This is an optimization exercise on Yosys and OpenROAD, whose aim is small area, a short achievable clock period and few clock cycles, not a production implementation. In this exercise RTL edits were held to simulation tests only and were not proved equivalent to the original. No activity file was given, so power comes from the tool's default toggle rates.

$ cat flow/config.mk
export PLATFORM = sky130hd
export DESIGN_NAME = lzw_encoder
export DESIGN_NICKNAME = lzw_encoder
export VERILOG_FILES = /design/flow/design.v
export SDC_FILE = /design/flow/constraint.sdc
export NUM_CORES = 4
export LEC_CHECK = 0
export CAP_MARGIN = 20
export CORE_MARGIN = 2
export CORE_UTILIZATION = 45
export SLEW_MARGIN = 20
$ cat flow/constraint.sdc
create_clock -name core_clock -period 8.0 [get_ports {clk}]
set_input_delay 1.6000 -clock core_clock [delete_from_list [all_inputs] [get_ports {clk}]]
set_output_delay 1.6000 -clock core_clock [all_outputs]
set_load 0.01 [all_outputs]
$ cat flow/design.v
module lzw_encoder (
    input  wire       clk,
    input  wire       rst,         
    input  wire       in_valid,
    output wire       in_ready,
    input  wire [7:0] in_data,
    input  wire       in_last,
    output wire       out_valid,
    input  wire       out_ready,
    output wire [8:0] out_code,
    output wire       out_last,
    output wire       out_err
);
    localparam [2:0] S_FIRST  = 3'd0,   
                     S_NEXT   = 3'd1,   
                     S_SEARCH = 3'd2,   
                     S_EMIT   = 3'd3,   
                     S_FLUSH  = 3'd4,   
                     S_DRAIN  = 3'd5;   
    reg [8:0] dict_prefix [0:255];
    reg [7:0] dict_byte   [0:255];
    reg [2:0] state;
    reg [9:0] size;        
    reg [8:0] w;           
    reg [7:0] c;           
    reg       c_last;      
    reg [9:0] idx;         
    wire full      = size[9];
    wire in_fire   = in_valid & in_ready;
    wire out_fire  = out_valid & out_ready;
    wire [7:0] slot     = idx[7:0];
    wire       at_end   = (idx == size);
    wire       match    = (dict_prefix[slot] == w) && (dict_byte[slot] == c);
    assign in_ready  = (state == S_FIRST) || (state == S_NEXT) || (state == S_DRAIN);
    assign out_valid = (state == S_EMIT) || (state == S_FLUSH);
    assign out_code  = w;
    assign out_last  = (state == S_FLUSH) || ((state == S_EMIT) && full);
    assign out_err   = (state == S_EMIT) && full;
    always @(posedge clk) begin
        if (rst) begin
            state  <= S_FIRST;
            size   <= 10'd256;
            w      <= 9'd0;
            c      <= 8'd0;
            c_last <= 1'b0;
            idx    <= 10'd0;
        end else begin
            case (state)
                S_FIRST: if (in_fire) begin
                    size <= 10'd256;
                    w    <= {1'b0, in_data};
                    state <= in_last ? S_FLUSH : S_NEXT;
                end
                S_NEXT: if (in_fire) begin
                    c      <= in_data;
                    c_last <= in_last;
                    idx    <= 10'd256;
                    state  <= S_SEARCH;
                end
                S_SEARCH: begin
                    if (at_end) begin
                        state <= S_EMIT;
                    end else if (match) begin
                        w     <= idx[8:0];
                        state <= c_last ? S_FLUSH : S_NEXT;
                    end else begin
                        idx <= idx + 10'd1;
                    end
                end
                S_EMIT: if (out_fire) begin
                    if (full) begin
                        state <= c_last ? S_FIRST : S_DRAIN;
                    end else begin
                        size  <= size + 10'd1;
                        w     <= {1'b0, c};
                        state <= c_last ? S_FLUSH : S_NEXT;
                    end
                end
                S_FLUSH: if (out_fire) begin
                    state <= S_FIRST;
                end
                S_DRAIN: if (in_fire && in_last) begin
                    state <= S_FIRST;
                end
                default: state <= S_FIRST;
            endcase
        end
    end
    always @(posedge clk) begin
        if (!rst && state == S_EMIT && out_fire && !full) begin
            dict_prefix[size[7:0]] <= w;
            dict_byte[size[7:0]]   <= c;
        end
    end
endmodule
$ cat flow/run.sh
#!/bin/bash
# synth_recipe.tcl (not shown) runs the flow's synth.tcl, then flattens the netlist and writes it again
# the make line also repeats each setting of config.mk as NAME=value (left out here)
make -C /OpenROAD-flow-scripts/flow DESIGN_CONFIG=/design/flow/config.mk WORK_HOME=/design/flow/orfs CLKGATE_MAP_FILE= SYNTH_SCRIPT=/design/flow/synth_recipe.tcl finish
==> metrics.md, run 1 <==
| Metric | Value |
|---|---|
| Post-synth EDFFs | `4,352` |
| Rows | `approximately 230` |
| Slew Limit Fails | `0` |
| Fin. Hold Viols | `0` |
| Top FF cell, synth | `edfxtp_1` |
| Non-Filler Instances | `roughly 14,000` |
| CTS max path bufs | `4` |
| Worst setup SP type | `register` |
| CTS tree | `built` |
| Worst hold endpoint | `c_last` |
| All-Layer GR Usage | `26.8%` |
| FF-to-FF path depth | `13` |
| Maximum fanout along the worst path | `56` |
| CP Data Arrival Time | `slightly below 8000 ps` |
| Endpoint type of the worst setup path | `register` |
| Worst Setup Path Type | `reg2reg` |
| Die area | `slightly below 400,000 um^2` |
| Resized cells post-CTS | `0` |
| Yosys warns | `1` |
| Clk pwr share | `43.6%` |
| Antenna viol nets, final | `0` |
| Commonest non-fill, non-tap cell in the layout | `edfxtp_1` |
| Reg clk slew, reported paths | `approximately 60 ps` |
| Worst reg2reg endpoint | `state[2]` |
| Clock sink count | `between 4,000 and 5,000` |
| Mapped Cells | `8,327` |
| Synth top area cells | `edfxtp_1 76%, mux4_2 8.8%, mux2i_1 4.6%, mux4_1 1.8%, a22oi_1 1.4%` |
| Post-route setup TNS | `0 ps` |
| Number of global-route vias before repair | `88,000` |
| WL final | `528 mm` |
| Dominant cell type by area after synthesis | `edfxtp_1` |
| Sw Ratio | `approximately a fifth` |
| Worst-Margin Slew | `~1300 ps` |
| Fraction of the yosys area taken by sequential cells | `76.5%` |
| LEAKAGE | `between 0.06 and 0.07 uW` |
| Combinational share of power | `1.9%` |
| Post-route DRC | `0` |
| P_sw | `9610 uW` |
| Pwr/cell area | `~240 nW/um^2` |
| First-pass GRT wire length | `724 mm` |
| Initial antenna violation count | `27` |
| Area of the multi-input gates | `roughly 38,000 um^2` |
| Routed len/inst | `between 30 and 40 um` |
| Avg Inst Size Synth | `roughly 21 um^2` |
| Crit-path leading delay family | `simple AND/OR/NAND/NOR gates` |
| IO Port Bufs | `25` |
| DRT iter0 DRCs | `between 10,000 and 15,000` |
| Cts bufs inserted | `442` |
| Worst vdd ir | `209 uV` |
| Status | `finished clean` |
| Async S/R FF share, synth | `0%` |
| Critical path's largest stage delay | `1100 ps` |
| Fmax achieved | `~150 MHz` |
| Mapped Area | `between 150,000 and 200,000 um^2` |
| Clk root buf | `clkbuf_16` |
| Placed Cells | `between 10,000 and 15,000` |
| Most frequent cells in the layout | `4,352 x edfxtp_1, 795 x mux2i_1, 674 x mux4_2, 445 x clkbuf_16, 361 x buf_4` |
| Seq. cell area | `between 100,000 and 150,000 um^2` |
| Maxcap violations | `0` |
| Total I/O pin count | `26` |
| FF+latch count, synth | `between 4,000 and 5,000` |
| Rel. slew slack | `16.2%` |
| RePlAce Congestion | `between 0.9 and 1` |
| Post-CTS Setup Bufs | `0` |
| Unique masters post-synth | `95` |
| DPL Wire Length | `~310 mm` |
| Mapped Nets | `around 8,300` |
| DIE WIDTH | `623 um` |
| Drt first pass iters | `6` |
| Top cell type's share of synthesized area | `75.9%` |
| CORE AREA | `between 300,000 and 400,000 um^2` |
| Critical-path cell list | `buf_12 > mux4_2 > mux2i_1 > nor2_1 > o32ai_1 > nor3b_1 > nor4_1 > xnor2_1 > nand4_1 > nor4b_1 > a21boi_1 > or3_1 > a21oi_1` |
| Die Y-Extent | `roughly 620 um` |
| Nets | `around 8,700` |
| Initial Util | `45.1%` |
| # hold bufs at CTS | `0` |
| Final setup viols | `0` |
| Slowest CP cell | `dfxtp_4` |
| Hold path depth | `2` |
| Seq pwr share | `54.6%` |
| Via density per instance | `~6.4` |
| Fin crit share | `85.9%` |
| Min Tclk post-route | `6870 ps` |
| Grt ovf | `0` |
| Min-delay src | `c_last` |
| Sum of buffers and inverters on the critical path | `1` |
| Fillcell total | `roughly 30,000` |
| Worst-Skew Late Latency | `1020 ps` |
| Largest net degree at the start of global routing | `around 210` |
| Via count | `90,500` |
| H-Tree Depth | `5` |
| Final core occ | `around half` |
| Internal power | `37,100 uW` |
| Share of cells above drive strength 1 | `between 20 and 25%` |
| Reg2reg setup slack | `1130 ps` |
| Clock skew | `between 60 and 70 ps` |
| Hold WC Path Type | `reg2reg` |
| Layout Area Growth over Synthesis | `12.9%` |
| Worst EP required | `between 8000 and 9000 ps` |
| RSZ-0062 raised after global routing | `false` |
cell families (layout without fill, tap and decap cells):
kind of cell	count (synthesis)	after routing	synth area share, %
flip-flops	4401	4401	76.5
multiplexers	1604	1604	15.3
AND/OR/NAND/NOR	941	941	2.49
AO/OA/AOI/OAI	841	841	3.40
buffers and inverters	499	1261	2.09
XOR/XNOR	34	34	0.173
adder cells (fa/ha/maj)	7	7	0.0509
other	0	16	0
power groups by stage:
stage,Combinational [uW],Sequential (uW),Clock [uW]
floorplan,353,26200,0
global placement,814,26000,0
detailed placement,843,26000,0
CTS,843,25500,20500
global route,907,25500,21300
finish,868,25500,20300
layer usage:
layer	part of all wire (%)	up-vias	GRT usage, %	wire [um]
met3	11	1036	6.31	55900
met5	0.0087	-	0	46
met4	4.8	8	11.2	25200
met2	46	5436	41.2	242000
li1	-	35600	-	-
met1	39	48400	37.1	205000
layout make-up:
| class | count | area share (%) |
|---|---|---|
| Sequential cell | 4401 | 67.8 |
| Multi-Input combinational cell | 3427 | 19.7 |
| Clock buffer | 535 | 5.92 |
| Tap cell | 5038 | 3.24 |
| Timing Repair Buffer | 436 | 2.03 |
| Clock inverter | 278 | 1.30 |
| Inverter | 12 | 0.0296 |
| Antenna cell | 16 | 0.0206 |
synth_stat cells, types with 9 or more instances:
cell,count
a32oi_1,33
nor2b_1,34
nand2b_1,20
dfxtp_1,49
edfxtp_1,4352
or3_1,9
buf_8,36
a22oi_1,314
a21oi_1,181
xnor2_1,14
mux4_1,116
o22ai_1,48
buf_4,73
nand2_1,270
inv_1,9
a31oi_1,42
mux4_2,674
o41ai_1,9
mux2i_1,795
a311oi_1,9
nand3_1,112
nor2_1,337
a221oi_1,33
o211ai_1,15
clkbuf_1,149
clkbuf_8,23
nor4_1,30
buf_1,37
nand4_1,34
mux2_2,18
o221ai_1,19
and2_1,12
xor2_1,20
buf_2,101
buf_12,22
nor3_1,24
buf_6,41
a211oi_1,22
a22o_1,12
o21ai_0,47
metrics by stage:
| step | setup slack [ps] | area (um^2) | hold WS, ps | total power [uW] |
|---|---|---|---|---|
| final | 1130 | 194000 | 517 | 46700 |
| after global routing | 1170 | 194000 | 540 | 47700 |
| after CTS | 1350 | 194000 | 510 | 46800 |
| after detailed placement | 1370 | 180000 | 501 | 26800 |
| after global placement | 514 | 180000 | 484 | 26800 |
| after floorplan | 2480 | 172000 | 460 | 26500 |
worst max path at each step:
stage / startpoint / end / slack, ps / cells after the start
after floorplan: w[4] / w[0] / 2480 / 7
after global placement: register / state[2] / 510 / 13
after detailed placement: register / state[2] / 1370 / 13
after CTS: register / state[2] / 1350 / 13
after global routing: register / state[2] / 1170 / 14
final: register / state[2] / 1130 / 13
worst min-delay path: stages, from the launching register on:
cell,delay [ps]
dfxtp_1,340
nand2_1,70
a21oi_1,60
state kept, by name, indices dropped and copies added (netlist names), named ones only:
name / flops
c: 8
c_last: 1
dict_byte: 2048
dict_prefix: 2304
idx: 10
size: 10
state: 3
w: 9
Testbench counts, summed over its fixed seeds: cycles 540,263.
==> run 2: changes to the inputs <==
==> flow/design.v (replaced) <==
module lzw_encoder (
    input  wire       clk,
    input  wire       rst,         
    input  wire       in_valid,
    output wire       in_ready,
    input  wire [7:0] in_data,
    input  wire       in_last,
    output wire       out_valid,
    input  wire       out_ready,
    output wire [8:0] out_code,
    output wire       out_last,
    output wire       out_err
);
    reg [8:0] dict_prefix [0:255];
    reg [7:0] dict_byte   [0:255];
    reg       v0;
    reg [7:0] c0;
    reg       l0;
    reg       first;       
    reg       drop;        
    reg [8:0] n;           
    reg [8:0] w;           
    reg [1:0]  qcnt;
    reg [10:0] q0, q1, q2;    
    wire full = n[8];
    wire room = ~qcnt[1];                  
    wire proc = v0 & room;                 
    assign in_ready  = ~v0 | room;
    assign out_valid = (qcnt != 2'd0);
    assign out_code  = q0[8:0];
    assign out_last  = q0[9];
    assign out_err   = q0[10];
    reg [255:0] m;
    reg         hit;
    reg [7:0]   idx;
    integer j, b;
    always @* begin
        for (j = 0; j < 256; j = j + 1)
            m[j] = (j < n) && !first && (dict_prefix[j] == w) && (dict_byte[j] == c0);
        hit = |m;
        for (b = 0; b < 8; b = b + 1) begin
            idx[b] = 1'b0;
            for (j = 0; j < 256; j = j + 1)
                if (j[b]) idx[b] = idx[b] | m[j];
        end
    end
    wire        miss   = ~first & ~hit;
    wire [8:0]  w_next = {hit, hit ? idx : c0};
    wire        va = ~drop & (l0 | miss);
    wire [10:0] da = {miss & full, miss ? full : l0, miss ? w : w_next};
    wire        vb = ~drop & miss & ~full & l0;
    wire [10:0] db = {1'b0, 1'b1, 1'b0, c0};
    wire        ea = proc & va;
    wire        eb = proc & vb;
    wire in_fire  = in_valid & in_ready;
    wire out_fire = out_valid & out_ready;
    always @(posedge clk) begin
        if (rst) begin
            v0    <= 1'b0;
            first <= 1'b1;
            drop  <= 1'b0;
            n     <= 9'd0;
            w     <= 9'd0;
        end else begin
            if (in_fire) begin
                v0 <= 1'b1;
                c0 <= in_data;
                l0 <= in_last;
            end else if (proc) begin
                v0 <= 1'b0;
            end
            if (proc) begin
                if (drop) begin
                    if (l0) begin
                        drop  <= 1'b0;
                        first <= 1'b1;
                        n     <= 9'd0;
                    end
                end else begin
                    w <= w_next;
                    if (l0) begin
                        first <= 1'b1;
                        n     <= 9'd0;
                    end else begin
                        first <= 1'b0;
                        if (miss) begin
                            if (full) drop <= 1'b1;
                            else      n <= n + 9'd1;
                        end
                    end
                end
            end
        end
    end
    always @(posedge clk) begin
        if (!full) begin
            dict_prefix[n[7:0]] <= w;
            dict_byte[n[7:0]]   <= c0;
        end
    end
    reg [1:0]  cnt1;
    reg [10:0] s0, s1, s2;
    always @* begin
        s0 = out_fire ? q1 : q0;
        s1 = out_fire ? q2 : q1;
        s2 = q2;
        cnt1 = qcnt - {1'b0, out_fire};
        if (ea) begin
            case (cnt1)
                2'd0: s0 = da;
                2'd1: s1 = da;
                default: s2 = da;
            endcase
        end
        if (eb) begin
            case (cnt1 + {1'b0, ea})
                2'd0: s0 = db;
                2'd1: s1 = db;
                default: s2 = db;
            endcase
        end
    end
    always @(posedge clk) begin
        if (rst) qcnt <= 2'd0;
        else     qcnt <= cnt1 + {1'b0, ea} + {1'b0, eb};
        q0 <= s0;
        q1 <= s1;
        q2 <= s2;
    end
endmodule
==> run 2 against run 1 <==
Net effect: still clean; setup slack worse by 300 ps; register-to-register slack lost 300 ps; via count increased by 20%; area after synthesis up 11%; sequential power about the same; die area rose by 11%; utilization is 0.65 points higher; wire length up 13%; sequential share of layout area fell by 7.3 points; global-route usage is 0.34 points higher; design area up 12%; fmax down 4.2%.
==> metrics.md, run 2 <==
| Metric | Value |
|---|---|
| Largest net degree at the start of global routing | `76` |
| Maxcap violations | `0` |
| Worst-Margin Slew | `~1400 ps` |
| Total I/O pin count | `26` |
| Clock sink count | `between 4,000 and 5,000` |
| CTS tree | `built` |
| Crit-path leading delay family | `compound AO/OA/AOI/OAI gates` |
| Async S/R FF share, synth | `0%` |
| Die area | `430,000 um^2` |
| DIE WIDTH | `around 660 um` |
| Number of global-route vias before repair | `104,000` |
| Avg Inst Size Synth | `about 16 um^2` |
| DRT iter0 DRCs | `12,100` |
| Synth top area cells | `edfxtp_1 68%, xor2_1 13%, xnor2_1 7.1%, nor4_1 2.3%, nand4_1 1.5%` |
| Resized cells post-CTS | `0` |
| Yosys warns | `1` |
| Placed Cells | `about 18,000` |
| FF+latch count, synth | `~4,400` |
| Initial Util | `~45%` |
| Min Tclk post-route | `7180 ps` |
| Area of the multi-input gates | `between 50,000 and 60,000 um^2` |
| Maximum fanout along the worst path | `21` |
| Fin. Hold Viols | `0` |
| Hold path depth | `2` |
| Fillcell total | `between 30,000 and 40,000` |
| Worst-Skew Late Latency | `about 1100 ps` |
| Max FFs per register | `approximately 2,300` |
| Worst vdd ir | `190 uV` |
| Die Y-Extent | `656 um` |
| Cell mode on critical path | `buf_4` |
| WHS | `between 500 and 600 ps` |
| Sum of buffers and inverters on the critical path | `3` |
| Layout Area Growth over Synthesis | `14.2%` |
| Status | `finished clean` |
| Post-synth EDFFs | `roughly 4,400` |
| Fmax achieved | `139 MHz` |
| Top cell type's share of synthesized area | `between 60% and 70%` |
| Drt first pass iters | `6` |
| Routed len/inst | `31.3 um` |
| # hold bufs at CTS | `0` |
| Min-delay src | `q2[10]` |
| CORE AREA | `roughly 420,000 um^2` |
| CP Data Arrival Time | `approximately 8000 ps` |
| Worst Setup Path Type | `reg2reg` |
| Critical-path cell list | `buf_4 > o21ai_1 > nand2_1 > o211ai_1 > o22ai_1 > a211oi_1 > nand4_1 > or4_1 > nor4_4 > a31o_2 > and2_1 > ha_1 > xnor2_1 > buf_4 > nor4_4 > a2111oi_0 > buf_4 > a221oi_2` |
| RePlAce Congestion | `0.973` |
| Worst EP required | `8870 ps` |
| Hold WC Path Type | `reg2reg` |
| RSZ-0062 raised after global routing | `false` |
| Slew Limit Fails | `0` |
| CTS max path bufs | `4` |
| Nets | `roughly 13,000` |
| FF-to-FF path depth | `18` |
| Rows | `roughly 240` |
| Final setup viols | `0` |
| Mapped Area | `between 150,000 and 200,000 um^2` |
| WL final | `roughly 600 mm` |
| Reg clk slew, reported paths | `around 70 ps` |
| Commonest non-fill, non-tap cell in the layout | `edfxtp_1` |
| Post-synth top cells | `4,361 x edfxtp_1, 2,809 x xor2_1, 1,548 x xnor2_1` |
| Via density per instance | `about 5.7` |
| Seq. cell area | `approximately 130,000 um^2` |
| Initial antenna violation count | `between 50 and 60` |
| Non-Filler Instances | `approximately 19,000` |
| Reg2reg setup slack | `~820 ps` |
| Slowest CP cell | `a211oi_1` |
| IO Port Bufs | `25` |
| Worst reg2reg endpoint | `q0[3]` |
| Post-CTS Setup Bufs | `0` |
| Mapped Nets | `around 12,000` |
| Critical path's largest stage delay | `~1100 ps` |
| Fraction of the yosys area taken by sequential cells | `between 60 and 70%` |
| Cts bufs inserted | `roughly 450` |
| Grt ovf | `0` |
| Most frequent cell after synthesis | `edfxtp_1` |
| LEAKAGE | `0.0738 uW` |
| Mapped Cells | `between 10,000 and 15,000` |
| Fin crit share | `89.7%` |
| Dominant cell type by area after synthesis | `edfxtp_1` |
| Reg-to-Reg Start | `n[3]` |
| Rel. slew slack | `7.73%` |
| Worst setup SP type | `register` |
| Top FF cell, synth | `edfxtp_1` |
| Clk root buf | `clkbuf_16` |
| Pwr/cell area | `about 230 nW/um^2` |
| Unique masters post-synth | `98` |
| Worst hold endpoint | `q2[10]` |
| First-pass GRT wire length | `833 mm` |
| Endpoint type of the worst setup path | `register` |
| Via count | `approximately 110k` |
| DPL Wire Length | `just under 400 mm` |
| Antenna viol nets, final | `0` |
| Post-route DRC | `0` |
| Share of cells above drive strength 1 | `between 10% and 20%` |
| All-Layer GR Usage | `between 20% and 30%` |
| Clock skew | `105 ps` |
| H-Tree Depth | `5` |
| Most frequent cells in the layout | `4,361 x edfxtp_1, 2,809 x xor2_1, 1,548 x xnor2_1, 807 x buf_4, 664 x nor4_1` |
run 2: how the worst max path moves through the flow:
stage / slack, ps / end / start / cells after the start
final: 820 / q0[3] / n[3] / 18
after global routing: 940 / q0[7] / n[3] / 18
after CTS: 1140 / q2[1] / n[1] / 16
after detailed placement: 1160 / q2[1] / n[3] / 17
after global placement: -310 / q0[2] / n[3] / 17
after floorplan: 20 / q1[9] / w[2] / 22
run 2: cell families after synthesis:
logic type | after synthesis | share of synthesized area [%]
xor+xnor | 4357 | 20.0
fa+ha+maj | 7 | 0.0458
simple gates | 2322 | 6.72
compound gates | 389 | 1.51
mux | 49 | 0.272
buf+inv | 632 | 2.42
flops | 4417 | 69.1
run 2: worst register-to-register path, stage by stage, from the launching register on:
cell and delay [ps]:
dfxtp_1 620, buf_4 360, o21ai_1 580, nand2_1 590
o211ai_1 390, o22ai_1 150, a211oi_1 1080, nand4_1 370
or4_1 720, nor4_4 380, a31o_2 310, and2_1 160
ha_1 160, xnor2_1 140, buf_4 170, nor4_4 50
a2111oi_0 530, buf_4 210, a221oi_2 30
run 2: area by class of cell:
type	count	share of cell area (%)
antenna	18	0.0206
clock buffer	538	5.38
clock inverter	298	1.28
inverter	23	0.0395
multi-input combinational	7124	25.2
sequential	4417	60.5
tap	5663	3.24
timing repair buffer	991	4.30
run 2: where the power goes:
part,internal (uW),switching [uW],total [uW]
clock,11900,9080,20900
combinational,1360,2450,3810
sequential,25600,148,25800
total,38900,11700,50500
run 2: routing by layer:
layer  up-vias  routed length (um)  global-route usage (%)
met5         -                 189                       0
met4        28               28900                    11.4
met3      1092               48600                    5.44
met2      4537              273000                    42.5
met1     56100              247000                    37.1
li1      46400                   -                       -
run 2: per-stage QoR:
step	TNS (ps)	total power [uW]	setup slack [ps]	utilization (%)	instance area (um^2)
floorplan	0	28700	19.9	-	191000
global placement	-4210	30000	-310	48.0	203000
detailed placement	0	30100	1160	48.1	204000
CTS	0	50800	1140	51.6	218000
global route	0	51900	943	51.6	218000
finish	0	50500	824	51.6	218000
Testbench counts of run 2, summed over its fixed seeds: cycles 9,447.
==> run 3: changes to the inputs <==
--- a/flow/design.v
+++ b/flow/design.v
@@ -31,11 +31,20 @@
     assign out_last  = q0[9];
     assign out_err   = q0[10];
+    reg [15:0]  hi_gt, hi_eq, lo_gt;
+    reg [255:0] valid;
     reg [255:0] m;
     reg         hit;
     reg [7:0]   idx;
-    integer j, b;
+    integer j, b, k;
     always @* begin
+        for (k = 0; k < 16; k = k + 1) begin
+            hi_gt[k] = full | (n[7:4] > k);
+            hi_eq[k] = (n[7:4] == k);
+            lo_gt[k] = (n[3:0] > k);
+        end
         for (j = 0; j < 256; j = j + 1)
-            m[j] = (j < n) && !first && (dict_prefix[j] == w) && (dict_byte[j] == c0);
+            valid[j] = ~first & (hi_gt[j / 16] | (hi_eq[j / 16] & lo_gt[j % 16]));
+        for (j = 0; j < 256; j = j + 1)
+            m[j] = valid[j] && (dict_prefix[j] == w) && (dict_byte[j] == c0);
         hit = |m;
         for (b = 0; b < 8; b = b + 1) begin
@@ -106,18 +115,10 @@
         s2 = q2;
         cnt1 = qcnt - {1'b0, out_fire};
-        if (ea) begin
-            case (cnt1)
-                2'd0: s0 = da;
-                2'd1: s1 = da;
-                default: s2 = da;
-            endcase
-        end
-        if (eb) begin
-            case (cnt1 + {1'b0, ea})
-                2'd0: s0 = db;
-                2'd1: s1 = db;
-                default: s2 = db;
-            endcase
-        end
+        case (cnt1)
+            2'd0: begin s0 = da; s1 = db; end
+            2'd1: begin s1 = da; s2 = db; end
+            2'd2: s2 = da;
+            default: ;
+        endcase
     end
     always @(posedge clk) begin
--- a/flow/config.mk
+++ b/flow/config.mk
@@ -6,6 +6,8 @@
 export NUM_CORES = 4
 export LEC_CHECK = 0
+export ABC_CLOCK_PERIOD_IN_PS = 3000
 export CAP_MARGIN = 20
 export CORE_MARGIN = 2
 export CORE_UTILIZATION = 45
+export SETUP_SLACK_MARGIN = 4.5
 export SLEW_MARGIN = 20
==> run 3 against run 2 <==
Net effect: still clean on timing, DRC and antenna; via count up 7.7%; design area up 5.8%; area after synthesis up 0.82%; clock power about the same; flip-flop and latch count unchanged; clock skew down 9.3 ps; worst hold slack better by 28 ps; critical endpoint is now q2[2]; highest routed layer unchanged.
==> metrics.md, run 3 <==
| Metric | Value |
|---|---|
| Status | `finished clean` |
| Nets | `around 14,000` |
| Min-delay src | `v0` |
| Post-route setup TNS | `0 ps` |
| Initial Util | `a little under half` |
| Layout Area Growth over Synthesis | `19.9%` |
| Hold WC Path Type | `reg2reg` |
| Fmax achieved | `between 200 and 250 MHz` |
| Internal power | `between 30,000 and 40,000 uW` |
| DIE WIDTH | `about 660 um` |
| # hold bufs at CTS | `0` |
| Mapped Cells | `~12,000` |
| Die area | `around 430,000 um^2` |
| Yosys warns | `1` |
| Placed Cells | `18,200` |
| Largest net degree at the start of global routing | `between 60 and 70` |
| Slew Limit Fails | `0` |
| Slowest CP cell | `a311oi_4` |
| Post-route DRC | `0` |
| WL final | `roughly 690 mm` |
| Unique masters post-synth | `a little over 100` |
| Clk pwr share | `a little over 40%` |
| Worst reg2reg endpoint | `q2[2]` |
| Maximum fanout along the worst path | `15` |
| Rows | `240` |
| Clock sink count | `~4,400` |
| Non-Filler Instances | `between 15,000 and 20,000` |
| Seq pwr share | `49.6%` |
| Fillcell total | `34,000` |
| First-pass GRT wire length | `~930 mm` |
| Post-synthesis mux area share | `0.0850%` |
| Most frequent cells in the layout | `4,394 x edfxtp_1, 2,759 x xor2_1, 1,577 x xnor2_1, 974 x buf_4, 605 x nor4_1` |
| Worst hold endpoint | `v0` |
| Sum of buffers and inverters on the critical path | `6` |
| DRT iter0 DRCs | `roughly 15,000` |
| LEAKAGE | `between 0.07 and 0.08 uW` |
| Worst EP required | `slightly below 9000 ps` |
| RSZ-0062 raised after global routing | `true` |
| Synth top area cells | `edfxtp_1 68%, xor2_1 13%, xnor2_1 7.2%, nor4_1 2.4%, buf_6 1.6%` |
| Cts bufs inserted | `~460` |
| Max FFs per register | `approximately 2,300` |
| Most frequent cell after synthesis | `edfxtp_1` |
| Initial antenna violation count | `48` |
| Commonest non-fill, non-tap cell in the layout | `edfxtp_1` |
| Total I/O pin count | `26` |
| Hold path depth | `2` |
| Pwr/cell area | `225 nW/um^2` |
| Avg Inst Size Synth | `15.7 um^2` |
| Clock skew | `95.5 ps` |
| Combinational share of power | `about a tenth` |
| FF+latch count, synth | `4,417` |
| Post-synth EDFFs | `4,394` |
| Crit-path leading delay family | `simple AND/OR/NAND/NOR gates` |
| Number of global-route vias before repair | `around 110k` |
| Worst setup SP type | `register` |
| CTS max path bufs | `4` |
| Via density per instance | `between 5 and 6` |
| Share of cells above drive strength 1 | `19.4%` |
| Routed len/inst | `35.0 um` |
| Mapped Area | `between 150,000 and 200,000 um^2` |
| FF-to-FF path depth | `17` |
| All-Layer GR Usage | `30.8%` |
| Drt first pass iters | `9` |
| Async S/R FF share, synth | `0%` |
| Critical path's largest stage delay | `520 ps` |
| CTS tree | `built` |
| Post-synthesis xor/xnor area fraction | `between 10% and 20%` |
| P_sw | `~13,000 uW` |
| Fraction of the yosys area taken by sequential cells | `between 60% and 70%` |
| Sw Ratio | `approximately a quarter` |
| Dominant cell type by area after synthesis | `edfxtp_1` |
| Top FF cell, synth | `edfxtp_1` |
| Compound-Gate Fraction of Synth Area | `approximately 1.7%` |
| Maxcap violations | `0` |
| Min Tclk post-route | `4870 ps` |
| Rel. slew slack | `8.63%` |
| Post-synth top cells | `4,394 x edfxtp_1, 2,771 x xor2_1, 1,585 x xnor2_1` |
| Mapped Nets | `about 12,000` |
| Worst-Margin Slew | `1360 ps` |
| Reg2reg setup slack | `roughly 3100 ps` |
| Endpoint type of the worst setup path | `register` |
| Worst vdd ir | `~230 uV` |
| Worst-Skew Late Latency | `1050 ps` |
| Largest family of logic cells by synthesized area | `XOR/XNOR gates` |
| Top cell type's share of synthesized area | `just under 70%` |
| Worst Setup Path Type | `reg2reg` |
| Grt ovf | `0` |
| IO Port Bufs | `25` |
| Critical-path cell list | `buf_12 > buf_16 > buf_12 > buf_16 > xor2_1 > nor4_1 > o2111ai_1 > nor2_2 > buf_4 > a311oi_4 > nand4_1 > or4_4 > or4_4 > a2111oi_4 > buf_4 > a21oi_4 > mux2_4` |
| Adder-Cell Fraction of Synth Area | `less than 1%` |
| Via count | `116,000` |
| Seq. cell area | `about 130,000 um^2` |
| CP Data Arrival Time | `5640 ps` |
| Fin crit share | `about three fifths` |
| CORE AREA | `427,000 um^2` |
| Clk root buf | `clkbuf_16` |
| Final setup viols | `0` |
| H-Tree Depth | `5` |
| RePlAce Congestion | `a little over 1` |
| Dpl cell area | `204,000 um^2` |
| Die Y-Extent | `659 um` |
| Reg-to-Reg Start | `c0[4]` |
| Simple-gate share of the synthesized area | `approximately 7%` |
| Design area | `231,000 um^2` |
| DPL Wire Length | `about 410 mm` |
| Area of the multi-input gates | `around 59,000 um^2` |
| Antenna viol nets, final | `0` |
| Reg clk slew, reported paths | `approximately 60 ps` |
| Fin. Hold Viols | `0` |
-- run 3: cell types whose count changed in the layout (fill, tap and decap cells not counted), moves of 43 or more --
cell,change
nor4_2,+63
xor2_1,-50
nor2_1,-56
buf_6,+110
buf_4,+167
bufbuf_16,+72
nand2_1,-43
nor4_1,-59
buf_16,+83
-- run 3: logic make-up after synthesis --
logic type,after synthesis
flip-flops,4417
XOR/XNOR,4356
AND/OR/NAND/NOR,2355
buffers and inverters,673
AO/OA/AOI/OAI,466
multiplexers,15
adder cells (fa/ha/maj),9
-- run 3: layout make-up --
class | instances | area share (%)
Sequential cell | 4417 | 57.3
Multi-Input combinational cell | 7201 | 25.5
Timing Repair Buffer | 1489 | 7.69
Clock buffer | 562 | 5.20
Tap cell | 5687 | 3.08
Clock inverter | 297 | 1.17
Inverter | 21 | 0.0373
Antenna cell | 21 | 0.0227
-- run 3: metrics by stage --
stage               hold slack [ps]  util, %  worst slack, ps  power (uW)
floorplan                       465        -              797       29000
global placement                493     47.7             28.8       30500
detailed placement              510     47.8             1300       30600
CTS                             526     53.5             3280       52100
global route                    554     54.1             3150       53400
finish                          529     54.1             3130       52100
-- run 3: worst max path at each step --
stage	end	depth (start not counted)	startpoint	slack, ps
2_1_floorplan	qcnt[0]	20	c0[1]	800
3_3_place_gp	q0[0]	13	n[0]	30
3_5_place_dp	qcnt[1]	17	n[0]	1300
4_1_cts	q2[2]	18	c0[6]	3280
5_1_grt	qcnt[0]	17	c0[6]	3150
6_report	q2[2]	17	c0[4]	3130
-- run 3: power groups by stage --
| stage | sequential, uW | clock (uW) | combinational [uW] |
|---|---|---|---|
| final | 25800 | 21100 | 5210 |
| after detailed placement | 26400 | 0 | 4120 |
| after floorplan | 26600 | 0 | 2450 |
| after CTS | 25800 | 21300 | 5010 |
| after global placement | 26400 | 0 | 4050 |
| after global routing | 25800 | 22200 | 5380 |
-- run 3: worst register-to-register path, cell delays in order (launching register included) --
cell and delay, ps:
edfxtp_1 410, buf_12 170, buf_16 180, buf_12 150, buf_16 160, xor2_1 260, nor4_1 150, o2111ai_1 170
nor2_2 140, buf_4 220, a311oi_4 530, nand4_1 350, or4_4 490, or4_4 460, a2111oi_4 270, buf_4 200
a21oi_4 50, mux2_4 260
-- run 3: repair_timing --
item	in CTS	in global routing
cloned	80	15
buffers inserted	326	147
endpoints found under the hold margin	0	0
pin swaps	132	86
resized for setup	732	226
setup endpoints to repair	896	124
-- run 3: metal layers --
layer	wire length [um]	GRT usage, %	share of wire [%]	vias to the layer above
met2	307000	46.7	44	6276
met5	263	0.0332	0.038	-
li1	-	-	-	48000
met3	68600	7.27	9.9	1576
met1	272000	41.5	39	60600
met4	43100	15.7	6.2	34
Testbench counts of run 3, summed over its fixed seeds: cycles 9,447.
==> run 4: changes to the inputs <==
--- a/flow/config.mk
+++ b/flow/config.mk
@@ -6,8 +6,8 @@
 export NUM_CORES = 4
 export LEC_CHECK = 0
-export ABC_CLOCK_PERIOD_IN_PS = 3000
+export ABC_CLOCK_PERIOD_IN_PS = 4500
 export CAP_MARGIN = 20
 export CORE_MARGIN = 2
 export CORE_UTILIZATION = 45
-export SETUP_SLACK_MARGIN = 4.5
+export SETUP_SLACK_MARGIN = 3.0
 export SLEW_MARGIN = 20
==> run 4 against run 3 <==
Net effect: cell count decreased by 2.3%; largest cell class unchanged; sequential share of layout area up 2.2 points; fmax is 4.9% lower; via count decreased by 3.8%; sequential power is essentially flat.
==> metrics.md, run 4 <==
| Metric | Value |
|---|---|
| Critical-path cell list | `inv_1 > ha_4 > buf_4 > nand3b_1 > buf_4 > o2111ai_1 > nor2_2 > o21ai_1 > nand4b_1 > or4_1 > or4_4 > a311oi_4 > a221oi_1 > mux2_2` |
| Async S/R FF share, synth | `0%` |
| Hold WC Path Type | `reg2reg` |
| Yosys warns | `1` |
| Pwr/cell area | `231 nW/um^2` |
| Die Y-Extent | `between 600 and 700 um` |
| CTS tree | `built` |
| Endpoint type of the worst setup path | `register` |
| FF+latch count, synth | `4,417` |
| # hold bufs at CTS | `0` |
| Top FF cell, synth | `edfxtp_1` |
| Reg clk slew, reported paths | `70 ps` |
| WL final | `between 600 and 700 mm` |
| Worst-Margin Slew | `roughly 1300 ps` |
| Cts bufs inserted | `roughly 460` |
| Dominant cell type by area after synthesis | `edfxtp_1` |
| All-Layer GR Usage | `28.4%` |
| Slew Limit Fails | `0` |
| Avg Inst Size Synth | `roughly 16 um^2` |
| H-Tree Depth | `5` |
| Grt ovf | `0` |
| Post-route setup TNS | `0 ps` |
| Layout Area Growth over Synthesis | `15.5%` |
| Maximum fanout along the worst path | `14` |
| Mapped Nets | `about 12,000` |
| CP Data Arrival Time | `a little under 6000 ps` |
| Final Power | `51,500 uW` |
| Initial Util | `~45%` |
| CTS max path bufs | `4` |
| Largest net degree at the start of global routing | `83` |
| Unique masters post-synth | `roughly 100` |
| Antenna viol nets, final | `0` |
| Min Tclk post-route | `slightly above 5000 ps` |
| Max FFs per register | `about 2,300` |
| DRT iter0 DRCs | `approximately 14,000` |
| DPL Wire Length | `392 mm` |
| Clock skew | `83.2 ps` |
| Reg2reg setup slack | `2880 ps` |
| Clock sink count | `between 4,000 and 5,000` |
| DIE WIDTH | `between 600 and 700 um` |
| Commonest non-fill, non-tap cell in the layout | `edfxtp_1` |
| Mapped Cells | `12,300` |
| Initial antenna violation count | `57` |
| Nets | `around 13,000` |
| Sum of buffers and inverters on the critical path | `3` |
| Clk root buf | `clkbuf_16` |
| Fin crit share | `64.1%` |
| Rows | `240` |
| First-pass GRT wire length | `around 870 mm` |
| Post-synth EDFFs | `between 4,000 and 5,000` |
| LEAKAGE | `about 0.075 uW` |
| Fmax achieved | `195 MHz` |
| Total I/O pin count | `26` |
| Maxcap violations | `0` |
| Worst Setup Path Type | `reg2reg` |
| Worst EP required | `8760 ps` |
| Fin. Hold Viols | `0` |
| Rel. slew slack | `~16%` |
| Final setup viols | `0` |
| Synth top area cells | `edfxtp_1 68%, xor2_1 13%, xnor2_1 7.2%, nor4_1 2.4%, buf_6 1.6%` |
| IO Port Bufs | `25` |
| RSZ-0062 raised after global routing | `true` |
| Worst vdd ir | `about 220 uV` |
| Crit-path leading delay family | `simple AND/OR/NAND/NOR gates` |
| Via count | `approximately 110k` |
| Top cell type's share of synthesized area | `just under 70%` |
| Critical path's largest stage delay | `about 670 ps` |
| Drt first pass iters | `6` |
| Mapped Area | `approximately 190,000 um^2` |
| Routed len/inst | `33.1 um` |
| Post-synth top cells | `4,394 x edfxtp_1, 2,771 x xor2_1, 1,585 x xnor2_1` |
| RePlAce Congestion | `just over 1` |
| Fraction of the yosys area taken by sequential cells | `~69%` |
| Share of cells above drive strength 1 | `between 10% and 20%` |
| Post-route DRC | `0` |
| Cell mode on critical path | `buf_4` |
| CORE AREA | `about 430,000 um^2` |
| Slowest CP cell | `or4_1` |
| Die area | `between 400,000 and 500,000 um^2` |
| Via density per instance | `5.82` |
| Number of global-route vias before repair | `107,000` |
| Worst-Skew Late Latency | `~1000 ps` |
| Worst setup SP type | `register` |
| Status | `finished clean` |
| Most frequent cell after synthesis | `edfxtp_1` |
| Most frequent cells in the layout | `4,394 x edfxtp_1, 2,769 x xor2_1, 1,585 x xnor2_1, 755 x buf_4, 652 x nor4_1` |
-- run 4: cell types whose count changed in the layout (fill, tap and decap cells not counted), moves of 25 or more --
| cell | previous run | this run |
|---|---|---|
| buf_4 | 974 | 755 |
| buf_6 | 113 | 36 |
| buf_16 | 84 | 26 |
| bufbuf_16 | 72 | 21 |
| nor4_1 | 605 | 652 |
| clkinv_2 | 99 | 68 |
| nor4_2 | 102 | 75 |
| nand3_1 | 195 | 220 |
-- run 4: cells by family after synthesis --
kind of cell | after synthesis | synth area share (%)
multiplexers | 15 | 0.0850
buffers and inverters | 673 | 2.86
adder cells (fa/ha/maj) | 9 | 0.0623
XOR/XNOR | 4356 | 19.8
AO/OA/AOI/OAI | 466 | 1.69
flip-flops | 4417 | 68.7
AND/OR/NAND/NOR | 2355 | 6.83
-- run 4: final cells by class --
class / instances / area, um^2
fillers: 34800 / 204000
flip-flops and latches: 4417 / 132000
multi-input cells: 7201 / 57000
clock buffers: 573 / 12000
repair buffers: 1040 / 11200
well taps: 5687 / 7120
clock inverters: 278 / 2710
inverters: 21 / 83.8
diodes: 17 / 42.5
-- run 4: final timing paths --
path / startpoint / cells after the start / endpoint
hold reg to reg: v0 / 2 / v0
setup reg to reg: n[1] / 14 / q0[7]
hold / removal: v0 / 2 / v0
setup / recovery: n[1] / 14 / q0[7]
-- run 4: worst register-to-register path, delay by kind of cell (launching register included) --
family                   cells  cell delay [ps]
adder cells (fa/ha/maj)      1              270
flip-flops                   1              410
buffers and inverters        3              790
AND/OR/NAND/NOR              5             2010
multiplexers                 1              290
AO/OA/AOI/OAI                4             1090
-- run 4: metal layers --
metal	track usage [%]	routed length [um]	vias up
li1	-	-	47000
met1	38.9	258000	58100
met2	42.8	282000	5459
met3	6.40	60800	1344
met4	13.7	35900	28
met5	0	231	-
-- run 4: where the power goes --
part	internal [uW]	switching [uW]	total (uW)
Combinational	1510	3000	4500
Sequential	25800	126	25900
Clock	11900	9140	21100
-- run 4: timing repair --
action / CTS / global route
gates resized for setup: 194 / 127
setup buffers: 102 / 51
pin swaps: 24 / 19
gates cloned: 21 / 15
endpoints found under the setup margin: 54 / 41
-- run 4: through the flow --
step                setup WS [ps]  hold slack [ps]  std cells  utilization [%]  instance area [um^2]
global placement              846              501      18100             47.5                203000
floorplan                     797              465      12300                -                193000
finish                       2880              528      19200             52.1                223000
CTS                          2990              538      19200             51.8                221000
detailed placement           1180              511      18200             47.7                203000
global route                 2960              564      19200             52.1                223000
==> run 5: changes to the inputs <==
--- a/flow/design.v
+++ b/flow/design.v
@@ -34,5 +34,5 @@
     reg [255:0] valid;
     reg [255:0] m;
-    reg         hit;
+    reg [255:0] sel [0:7];
     reg [7:0]   idx;
     integer j, b, k;
@@ -46,22 +46,24 @@
             valid[j] = ~first & (hi_gt[j / 16] | (hi_eq[j / 16] & lo_gt[j % 16]));
         for (j = 0; j < 256; j = j + 1)
-            m[j] = valid[j] && (dict_prefix[j] == w) && (dict_byte[j] == c0);
-        hit = |m;
+            m[j] = valid[j] & ({dict_prefix[j], dict_byte[j]} == {w, c0});
         for (b = 0; b < 8; b = b + 1) begin
-            idx[b] = 1'b0;
             for (j = 0; j < 256; j = j + 1)
-                if (j[b]) idx[b] = idx[b] | m[j];
+                sel[b][j] = j[b] & m[j];
+            idx[b] = |sel[b];
         end
     end
+    wire        hit    = |m;
     wire        miss   = ~first & ~hit;
-    wire [8:0]  w_next = {hit, hit ? idx : c0};
-    wire        va = ~drop & (l0 | miss);
-    wire [10:0] da = {miss & full, miss ? full : l0, miss ? w : w_next};
-    wire        vb = ~drop & miss & ~full & l0;
+    wire [8:0]  w_next = {hit, idx | (c0 & {8{~hit}})};
+    wire        act  = proc & ~drop;
+    wire [8:0]  codea = {hit | (miss & w[8]),
+                         idx | (c0 & {8{first}}) | (w[7:0] & {8{miss}})};
+    wire [10:0] da = {miss & full, miss ? full : l0, codea};
     wire [10:0] db = {1'b0, 1'b1, 1'b0, c0};
-    wire        ea = proc & va;
-    wire        eb = proc & vb;
     wire in_fire  = in_valid & in_ready;
     wire out_fire = out_valid & out_ready;
+    wire [1:0] cnt1   = qcnt - {1'b0, out_fire};
+    wire [1:0] cnt_m  = cnt1 + (act ? ((l0 & ~full) ? 2'd2 : 2'd1) : 2'd0);
+    wire [1:0] cnt_h  = cnt1 + {1'b0, act & l0};
     always @(posedge clk) begin
         if (rst) begin
@@ -71,5 +73,7 @@
             n     <= 9'd0;
             w     <= 9'd0;
+            qcnt  <= 2'd0;
         end else begin
+            qcnt <= miss ? cnt_m : cnt_h;
             if (in_fire) begin
                 v0 <= 1'b1;
@@ -108,5 +112,4 @@
         end
     end
-    reg [1:0]  cnt1;
     reg [10:0] s0, s1, s2;
     always @* begin
@@ -114,5 +117,4 @@
         s1 = out_fire ? q2 : q1;
         s2 = q2;
-        cnt1 = qcnt - {1'b0, out_fire};
         case (cnt1)
             2'd0: begin s0 = da; s1 = db; end
@@ -123,6 +125,4 @@
     end
     always @(posedge clk) begin
-        if (rst) qcnt <= 2'd0;
-        else     qcnt <= cnt1 + {1'b0, ea} + {1'b0, eb};
         q0 <= s0;
         q1 <= s1;
--- a/flow/config.mk
+++ b/flow/config.mk
@@ -6,8 +6,7 @@
 export NUM_CORES = 4
 export LEC_CHECK = 0
-export ABC_CLOCK_PERIOD_IN_PS = 4500
 export CAP_MARGIN = 20
 export CORE_MARGIN = 2
-export CORE_UTILIZATION = 45
-export SETUP_SLACK_MARGIN = 3.0
+export CORE_UTILIZATION = 60
+export SETUP_SLACK_MARGIN = 4.5
 export SLEW_MARGIN = 20
==> run 5 against run 4 <==
Net effect: clock power fell by 4%; largest power group unchanged; design area rose by 2.2%; register-to-register slack improved by 160 ps; cell count fell by 6.5%; die area fell by 25%; critical path depth rose by 1; first-iteration DRC count rose by 13%; flip-flop and latch count did not move; critical path type unchanged; power rose by 0.65%; area after synthesis fell by 0.79%; clock skew fell by 27 ps.
==> metrics.md, run 5 <==
| Metric | Value |
|---|---|
| Clk root buf | `clkbuf_16` |
| Commonest non-fill, non-tap cell in the layout | `edfxtp_1` |
| Worst EP required | `8930 ps` |
| Seq pwr share | `50.1%` |
| CTS max path bufs | `4` |
| Mapped Nets | `12,200` |
| Status | `finished clean` |
| Avg Inst Size Synth | `around 16 um^2` |
| FF+latch count, synth | `between 4,000 and 5,000` |
| CTS tree | `built` |
| Endpoint type of the worst setup path | `register` |
| Post-synth top cells | `4,394 x edfxtp_1, 2,605 x xor2_1, 1,749 x xnor2_1` |
| All-Layer GR Usage | `about two fifths` |
| Async S/R FF share, synth | `0%` |
| LEAKAGE | `a little under 0.08 uW` |
| Hold WC Path Type | `reg2reg` |
| Largest net degree at the start of global routing | `72` |
| Worst-Skew Late Latency | `slightly above 1000 ps` |
| Maximum fanout along the worst path | `25` |
| Nets | `about 13,000` |
| Max FFs per register | `between 2,000 and 2,500` |
| Die Y-Extent | `569 um` |
| Mapped Cells | `about 12,000` |
| Routed len/inst | `between 30 and 40 um` |
| Internal power | `39,200 uW` |
| DIE WIDTH | `between 500 and 600 um` |
| Yosys warns | `2` |
| RSZ-0062 raised after global routing | `true` |
| Worst Setup SP | `n[4]` |
| Maxcap violations | `0` |
| Most frequent cell after synthesis | `edfxtp_1` |
| # hold bufs at CTS | `0` |
| Area of the multi-input gates | `approximately 58,000 um^2` |
| Reg clk slew, reported paths | `around 70 ps` |
| Post-route setup TNS | `0 ps` |
| Slew Limit Fails | `0` |
| Worst setup SP type | `register` |
| Rows | `207` |
| Dominant cell type by area after synthesis | `edfxtp_1` |
| Min Tclk post-route | `4960 ps` |
| Top cell type's share of synthesized area | `roughly 69%` |
| P_sw | `roughly 13,000 uW` |
| Pwr/cell area | `228 nW/um^2` |
| Layout Area Growth over Synthesis | `19.0%` |
| Total I/O pin count | `26` |
| Combinational share of power | `approximately 11%` |
| Seq. cell area | `about 130,000 um^2` |
| Initial Util | `about three fifths` |
| Antenna viol nets, final | `0` |
| Cts bufs inserted | `between 400 and 500` |
| Placed Cells | `approximately 17,000` |
| Post-synth EDFFs | `roughly 4,400` |
| Via density per instance | `6.42` |
| DPL Wire Length | `382 mm` |
| Worst vdd ir | `about 230 uV` |
| Unique masters post-synth | `97` |
| Fraction of the yosys area taken by sequential cells | `between 60 and 70%` |
| RePlAce Congestion | `1.07` |
| Synth top area cells | `edfxtp_1 69%, xor2_1 12%, xnor2_1 8.0%, nor4_1 2.2%, nand4_1 1.6%` |
| Fillcell total | `approximately 20,000` |
| Number of global-route vias before repair | `about 110k` |
| Rel. slew slack | `approximately 23%` |
| Grt ovf | `0` |
| Fin. Hold Viols | `0` |
| DRT iter0 DRCs | `~16,000` |
| Worst Setup Path Type | `reg2reg` |
| Worst-Margin Slew | `1150 ps` |
| Sw Ratio | `between 20% and 30%` |
| Fin crit share | `62.0%` |
| Share of cells above drive strength 1 | `a little under a fifth` |
| Via count | `116,000` |
| Post-route DRC | `0` |
| Clock sink count | `~4,400` |
| Min-delay src | `q2[10]` |
| Clk pwr share | `about two fifths` |
| WL final | `653 mm` |
| First-pass GRT wire length | `between 800 and 900 mm` |
| CORE AREA | `around 320,000 um^2` |
| Final setup viols | `0` |
| Mapped Area | `about 190,000 um^2` |
| H-Tree Depth | `5` |
| IO Port Bufs | `25` |
| Most frequent cells in the layout | `4,394 x edfxtp_1, 2,577 x xor2_1, 1,746 x xnor2_1, 936 x buf_4, 513 x nor4_1` |
| CP Data Arrival Time | `approximately 6000 ps` |
| Drt first pass iters | `10` |
| Fmax achieved | `202 MHz` |
| Top FF cell, synth | `edfxtp_1` |
| Reg-to-Reg Start | `n[4]` |
| Die area | `roughly 320,000 um^2` |
| Initial antenna violation count | `50` |
| Clock skew | `55.8 ps` |
| Non-Filler Instances | `between 15,000 and 20,000` |
## run 5: kinds of logic (layout without fill, tap and decap cells)
| group | count (synthesis) | after routing | synth area share [%] |
|---|---|---|---|
| flip-flops | 4417 | 4417 | 69.2 |
| XOR/XNOR | 4354 | 4354 | 19.9 |
| AND/OR/NAND/NOR | 2246 | 2246 | 6.58 |
| buffers and inverters | 661 | 2281 | 2.35 |
| AO/OA/AOI/OAI | 464 | 464 | 1.73 |
| multiplexers | 23 | 23 | 0.128 |
| adder cells (fa/ha/maj) | 9 | 9 | 0.0589 |
| other | 0 | 16 | 0 |
## run 5: final cells by class
class                      instances  area share, %
sequential                      4417           58.2
multi-input combinational       7096           25.7
timing repair buffer            1439           7.64
clock buffer                     570           5.20
tap                             4180           2.30
clock inverter                   246          0.912
inverter                          26         0.0484
antenna                           16         0.0176
## run 5: path summary, 6_finish.rpt
path	to	slack, ps	cells after the start
worst min register to register	q1[10]	550	1
worst max register to register	qcnt[1]	3040	15
worst min-delay path	q1[10]	550	1
worst max-delay path	qcnt[1]	3040	15
## run 5: power groups by stage
stage	logic, uW	clock network, uW	registers [uW]
after CTS	5330	20300	25900
after global placement	4390	0	26500
after detailed placement	4500	0	26500
final	5640	20200	25900
after global routing	5820	21200	25900
after floorplan	2630	0	26700
## run 5: per-layer routing
metal / routed length (um) / vias up / GRT usage [%]
li1: - / 47400 / -
met1: 238000 / 59400 / 51.9
met2: 292000 / 7053 / 59.3
met3: 73400 / 1716 / 10.2
met4: 49200 / 46 / 23.6
met5: 597 / - / 0.104
## run 5: per-stage QoR
step | hold slack (ps) | power (uW) | worst slack [ps] | utilization, % | area (um^2)
finish | 553 | 51800 | 3040 | 71.7 | 228000
global route | 561 | 53000 | 3090 | 71.6 | 228000
CTS | 532 | 51600 | 3170 | 70.7 | 224000
detailed placement | 518 | 31000 | 1230 | 63.4 | 201000
global placement | 491 | 30900 | 208 | 63.2 | 201000
floorplan | 465 | 29300 | 809 | - | 192000
## run 5: worst max-delay path, stage by stage, from the launching register on
cell,delay [ps]
dfxtp_4,440
buf_8,200
o211a_1,420
nor2_4,290
o21ai_0,430
a31oi_2,610
o2111a_2,350
and4_4,270
nand4_1,240
or3_4,490
nand2_2,120
a21oi_4,80
ha_4,190
xor2_1,170
or4_1,450
a21oi_2,120
## run 5: timing repair
action	CTS	global route
setup buffers	301	156
endpoints found under the setup margin	901	120
gates resized for setup	789	237
cloned	71	19
pin swaps	93	74
Testbench counts of run 5, summed over its fixed seeds: cycles 9,447.
==> run 6: changes to the inputs <==
--- a/flow/design.v
+++ b/flow/design.v
@@ -21,14 +21,25 @@
     reg [8:0] n;           
     reg [8:0] w;           
-    reg [1:0]  qcnt;
-    reg [10:0] q0, q1, q2;    
+    reg       e_act;       
+    reg       e_miss;      
+    reg       e_l0;        
+    reg       e_full;      
+    reg [8:0] e_w;         
+    reg [2:0]  qcnt;
+    reg [10:0] q [0:4];    
     wire full = n[8];
-    wire room = ~qcnt[1];                  
-    wire proc = v0 & room;                 
+    wire       ea = e_act & (e_l0 | e_miss);
+    wire       eb = e_act & e_miss & ~e_full & e_l0;
+    wire [1:0] ecnt = {1'b0, ea} + {1'b0, eb};
+    wire [10:0] da = {e_miss & e_full, e_miss ? e_full : e_l0, e_miss ? e_w : w};
+    wire [10:0] db = {1'b0, 1'b1, w};
+    wire room = ({1'b0, qcnt} + {2'b0, ecnt}) <= 4'd3;
+    wire proc = v0 & room;
+    wire act  = proc & ~drop;
     assign in_ready  = ~v0 | room;
-    assign out_valid = (qcnt != 2'd0);
-    assign out_code  = q0[8:0];
-    assign out_last  = q0[9];
-    assign out_err   = q0[10];
+    assign out_valid = (qcnt != 3'd0);
+    assign out_code  = q[0][8:0];
+    assign out_last  = q[0][9];
+    assign out_err   = q[0][10];
     reg [15:0]  hi_gt, hi_eq, lo_gt;
     reg [255:0] valid;
@@ -53,17 +64,9 @@
         end
     end
-    wire        hit    = |m;
-    wire        miss   = ~first & ~hit;
-    wire [8:0]  w_next = {hit, idx | (c0 & {8{~hit}})};
-    wire        act  = proc & ~drop;
-    wire [8:0]  codea = {hit | (miss & w[8]),
-                         idx | (c0 & {8{first}}) | (w[7:0] & {8{miss}})};
-    wire [10:0] da = {miss & full, miss ? full : l0, codea};
-    wire [10:0] db = {1'b0, 1'b1, 1'b0, c0};
+    wire       hit    = |m;
+    wire       miss   = ~first & ~hit;
+    wire [8:0] w_next = {hit, idx | (c0 & {8{~hit}})};
     wire in_fire  = in_valid & in_ready;
     wire out_fire = out_valid & out_ready;
-    wire [1:0] cnt1   = qcnt - {1'b0, out_fire};
-    wire [1:0] cnt_m  = cnt1 + (act ? ((l0 & ~full) ? 2'd2 : 2'd1) : 2'd0);
-    wire [1:0] cnt_h  = cnt1 + {1'b0, act & l0};
     always @(posedge clk) begin
         if (rst) begin
@@ -72,8 +75,6 @@
             drop  <= 1'b0;
             n     <= 9'd0;
-            w     <= 9'd0;
-            qcnt  <= 2'd0;
+            e_act <= 1'b0;
         end else begin
-            qcnt <= miss ? cnt_m : cnt_h;
             if (in_fire) begin
                 v0 <= 1'b1;
@@ -83,4 +84,5 @@
                 v0 <= 1'b0;
             end
+            e_act <= act;
             if (proc) begin
                 if (drop) begin
@@ -91,5 +93,4 @@
                     end
                 end else begin
-                    w <= w_next;
                     if (l0) begin
                         first <= 1'b1;
@@ -107,4 +108,13 @@
     end
     always @(posedge clk) begin
+        if (act) begin
+            w      <= w_next;
+            e_w    <= w;
+            e_miss <= miss;
+            e_l0   <= l0;
+            e_full <= full;
+        end
+    end
+    always @(posedge clk) begin
         if (!full) begin
             dict_prefix[n[7:0]] <= w;
@@ -112,20 +122,17 @@
         end
     end
-    reg [10:0] s0, s1, s2;
-    always @* begin
-        s0 = out_fire ? q1 : q0;
-        s1 = out_fire ? q2 : q1;
-        s2 = q2;
-        case (cnt1)
-            2'd0: begin s0 = da; s1 = db; end
-            2'd1: begin s1 = da; s2 = db; end
-            2'd2: s2 = da;
-            default: ;
-        endcase
-    end
+    wire [2:0] cnt1 = qcnt - {2'b0, out_fire};
+    integer p;
     always @(posedge clk) begin
-        q0 <= s0;
-        q1 <= s1;
-        q2 <= s2;
+        for (p = 0; p < 5; p = p + 1) begin
+            if (p == cnt1)
+                q[p] <= da;
+            else if (p == cnt1 + 3'd1)
+                q[p] <= db;
+            else if (out_fire && p < 4)
+                q[p] <= q[p + 1];
+        end
+        if (rst) qcnt <= 3'd0;
+        else     qcnt <= cnt1 + {1'b0, ecnt};
     end
 endmodule
==> run 6 against run 5 <==
Net effect: still clean; utilization fell by 0.14 points; wire length increased by 3.1%; setup slack better by 540 ps; cell count is 0.92% higher; power increased by 1.7%; sequential share of layout area hardly changed; sequential power about the same; via count is 2.1% higher; worst hold slack worse by 16 ps; critical path depth down 7; non-clock buffer count down 126; count of clock-buffer cells in the layout fell by 26; critical path type is now reg2out; largest power group unchanged.
==> metrics.md, run 6 <==
| Metric | Value |
|---|---|
| Number of global-route vias before repair | `about 110k` |
| Final setup viols | `0` |
| Worst hold endpoint | `drop` |
| Reg2reg setup slack | `3830 ps` |
| H-Tree Depth | `5` |
| Critical-path cell list | `and4b_1 > ha_4 > ha_4 > a311oi_2 > buf_6 > nor2b_4 > inv_2 > buf_6` |
| FF+latch count, synth | `around 4,500` |
| Largest net degree at the start of global routing | `85` |
| CORE AREA | `321,000 um^2` |
| Compound-Gate Fraction of Synth Area | `around 1.9%` |
| Top FF cell, synth | `edfxtp_1` |
| Clk root buf | `clkbuf_16` |
| Post-route setup TNS | `0 ps` |
| Worst Setup Path Type | `reg2out` |
| RePlAce Congestion | `between 0.9 and 1` |
| Slowest CP cell | `edfxtp_1` |
| Fin. Hold Viols | `0` |
| Die area | `between 300,000 and 400,000 um^2` |
| Routed len/inst | `37.1 um` |
| Min-delay src | `drop` |
| Simple-gate share of the synthesized area | `between 6 and 7%` |
| Antenna viol nets, final | `0` |
| Top cell type's share of synthesized area | `slightly below 70%` |
| Worst-Margin Slew | `roughly 1100 ps` |
| Worst-Skew Late Latency | `roughly 1000 ps` |
| First-pass GRT wire length | `880 mm` |
| Reg clk slew, reported paths | `60 ps` |
| Total I/O pin count | `26` |
| Async S/R FF share, synth | `0%` |
| Clock sink count | `between 4,000 and 5,000` |
| Internal power | `40,100 uW` |
| CP Data Arrival Time | `about 2800 ps` |
| Post-synthesis mux area share | `less than 1%` |
| Post-synthesis xor/xnor area fraction | `19.7%` |
| Rel. slew slack | `25.5%` |
| Final core occ | `a little under three quarters` |
| Slew Limit Fails | `0` |
| RSZ-0062 raised after global routing | `true` |
| Initial antenna violation count | `56` |
| WHS | `roughly 540 ps` |
| Clock skew | `between 30 and 40 ps` |
| Layout Area Growth over Synthesis | `18.8%` |
| Worst EP required | `6400 ps` |
| P_sw | `between 10,000 and 15,000 uW` |
| Most frequent cell after synthesis | `edfxtp_1` |
| Drt first pass iters | `8` |
| DPL Wire Length | `353 mm` |
| Worst setup SP type | `register` |
| DIE WIDTH | `approximately 570 um` |
| Reg-to-Reg Start | `c0[4]` |
| Min Tclk post-route | `roughly 4400 ps` |
| Rows | `208` |
| Unique masters post-synth | `approximately 110` |
| Grt ovf | `0` |
| Avg Inst Size Synth | `around 16 um^2` |
| Maximum fanout along the worst path | `2` |
| Mapped Cells | `approximately 12,000` |
| Post-synth EDFFs | `4,437` |
| Post-synth top cells | `4,437 x edfxtp_1, 3,149 x xor2_1, 1,202 x xnor2_1` |
| Seq pwr share | `49.7%` |
| Via density per instance | `about 6.5` |
| Dominant cell type by area after synthesis | `edfxtp_1` |
| Cts bufs inserted | `450` |
| Endpoint type of the worst setup path | `output port` |
| CTS max path bufs | `4` |
| Fmax achieved | `roughly 230 MHz` |
| Via count | `~120k` |
| Synth top area cells | `edfxtp_1 69%, xor2_1 14%, xnor2_1 5.5%, nor4_1 2.7%, buf_4 1.4%` |
| Maxcap violations | `0` |
| Initial Util | `60.2%` |
| WL final | `between 600 and 700 mm` |
| Fin crit share | `a little under three fifths` |
| CTS tree | `built` |
| Seq. cell area | `about 130,000 um^2` |
| Yosys warns | `3` |
| Status | `finished clean` |
| Largest family of logic cells by synthesized area | `XOR/XNOR gates` |
| Mapped Nets | `about 12,000` |
| Area of the multi-input gates | `slightly below 60,000 um^2` |
| Sw Ratio | `23.9%` |
| Commonest non-fill, non-tap cell in the layout | `edfxtp_1` |
| Hold path depth | `1` |
| Max FFs per register | `about 2,300` |
| Nets | `about 13,000` |
| Worst vdd ir | `around 240 uV` |
| Hold WC Path Type | `reg2reg` |
| Clk pwr share | `around 40%` |
| FF-to-FF path depth | `16` |
| Post-route DRC | `0` |
| Combinational share of power | `between 10% and 20%` |
| Fraction of the yosys area taken by sequential cells | `about 70%` |
| DRT iter0 DRCs | `between 15,000 and 20,000` |
| LEAKAGE | `about 0.077 uW` |
| Die Y-Extent | `about 570 um` |
| Worst reg2reg endpoint | `n[4]` |
| Fillcell total | `around 21,000` |
| Adder-Cell Fraction of Synth Area | `less than 1%` |
| IO Port Bufs | `25` |
| Most frequent cells in the layout | `4,437 x edfxtp_1, 3,135 x xor2_1, 1,201 x xnor2_1, 799 x buf_4, 662 x nor4_1` |
| Pwr/cell area | `roughly 230 nW/um^2` |
| Share of cells above drive strength 1 | `between 10% and 20%` |
| Critical path's largest stage delay | `between 500 and 600 ps` |
| All-Layer GR Usage | `38.9%` |
| Mapped Area | `between 150,000 and 200,000 um^2` |
-- run 6: cell count changes after synthesis, sizes merged, moves of 11 or more --
cell and change:
xnor2 -547, nor4 +165, a311oi -12, nor2 +85, nand4 -93, nor3 -60
and2 -11, xor2 +544, o22ai +55, edfxtp +43
-- run 6: stage by stage --
stage,cell area [um^2],setup slack (ps),instances,power [uW]
after floorplan,194000,1700,12300,29800
after global routing,229000,3470,18100,53900
final,229000,3580,18200,52700
after detailed placement,202000,2130,16700,30900
after global placement,201000,1570,16700,30800
after CTS,225000,3480,17900,52300
-- run 6: worst max path at each step --
stage / start / end / cells after the start
finish: e_full / in_ready / 8
global route: e_full / in_ready / 8
CTS: e_full / in_ready / 8
detailed placement: n[3] / w[3] / 11
global placement: c0[5] / w[1] / 11
floorplan: c0[4] / w[1] / 13
-- run 6: routing by layer --
layer  vias up  GRT usage (%)  wire, um
met1     60500           53.7    250000
met2      7911           57.1    292000
li1      47800              -         -
met4        54           22.1     48700
met3      1802           9.17     82400
met5         -              0       399
-- run 6: what timing repair did --
| item | in CTS | in global routing |
|---|---|---|
| pin swaps | 98 | 117 |
| gates cloned | 85 | 43 |
| hold buffers | 0 | 0 |
| setup endpoints to repair | 925 | 161 |
| buffers inserted | 306 | 168 |
| gates resized for setup | 698 | 274 |
-- run 6: area by class of cell --
cell class                 instances  share of cell area (%)
sequential                      4453                    58.3
multi-input combinational       7198                    25.6
timing repair buffer            1313                    7.33
clock buffer                     544                    5.14
tap                             4305                    2.35
clock inverter                   284                    1.19
inverter                          33                  0.0638
antenna                           26                  0.0284
-- run 6: critical path: cells and delay by family (launching register included) --
family | cells | cell delay [ps]
compound gates | 1 | 210
flops | 1 | 510
buf+inv | 3 | 320
fa+ha+maj | 2 | 370
simple gates | 2 | 410
-- run 6: power by group through the flow --
stage | sequential [uW] | combinational, uW | clock [uW]
after floorplan | 26900 | 2820 | 0
after global placement | 26700 | 4120 | 0
after detailed placement | 26700 | 4260 | 0
after CTS | 26200 | 5050 | 21100
after global routing | 26200 | 5700 | 22000
final | 26200 | 5470 | 21000
-- run 6: logic make-up (layout without fill, tap and decap cells) --
kind of cell / Yosys count / count (layout)
simple gates: 2312 / 2313
mux: 11 / 11
fa+ha+maj: 12 / 12
buf+inv: 680 / 2174
other cells: 0 / 26
flops: 4453 / 4453
xor+xnor: 4351 / 4351
compound gates: 511 / 511
Testbench counts of run 6, summed over its fixed seeds: cycles 9,429.

[afterwards: timing with drivers on the ports]
Ports are ideal in the flow. The routed layouts listed here were re-timed in OpenROAD.
Step 1 assumes that a clkbuf_16 drives the clock port and a buf_2 every other input.
Step 2 also shifts input and output timing later by t, the mid clock arrival at the registers, as if the neighbouring blocks saw the same clock.
a / b / c = ideal / step 1 / step 2; a / b = the first two.
run | t (ns) | setup slack, ns | clock arrival spread, ns | worst register clock-pin slew, ns
run 1 | 1.107 | 1.129 / 1.129 / 1.129 | 0.077 / 0.078 | 0.07 / 0.07
run 2 | 1.113 | 0.824 / 0.824 / 0.824 | 0.105 / 0.105 | 0.07 / 0.07
run 3 | 1.125 | 3.128 / 3.128 / 3.128 | 0.109 / 0.108 | 0.07 / 0.07
run 4 | 1.115 | 2.876 / 2.876 / 2.876 | 0.087 / 0.087 | 0.07 / 0.07
run 5 | 1.105 | 3.040 / 3.040 / 3.040 | 0.068 / 0.069 | 0.07 / 0.07
run 6 | 1.093 | 3.577 / 3.469 / 3.620 | 0.046 / 0.046 | 0.07 / 0.07
After both steps every run listed still meets setup and hold.
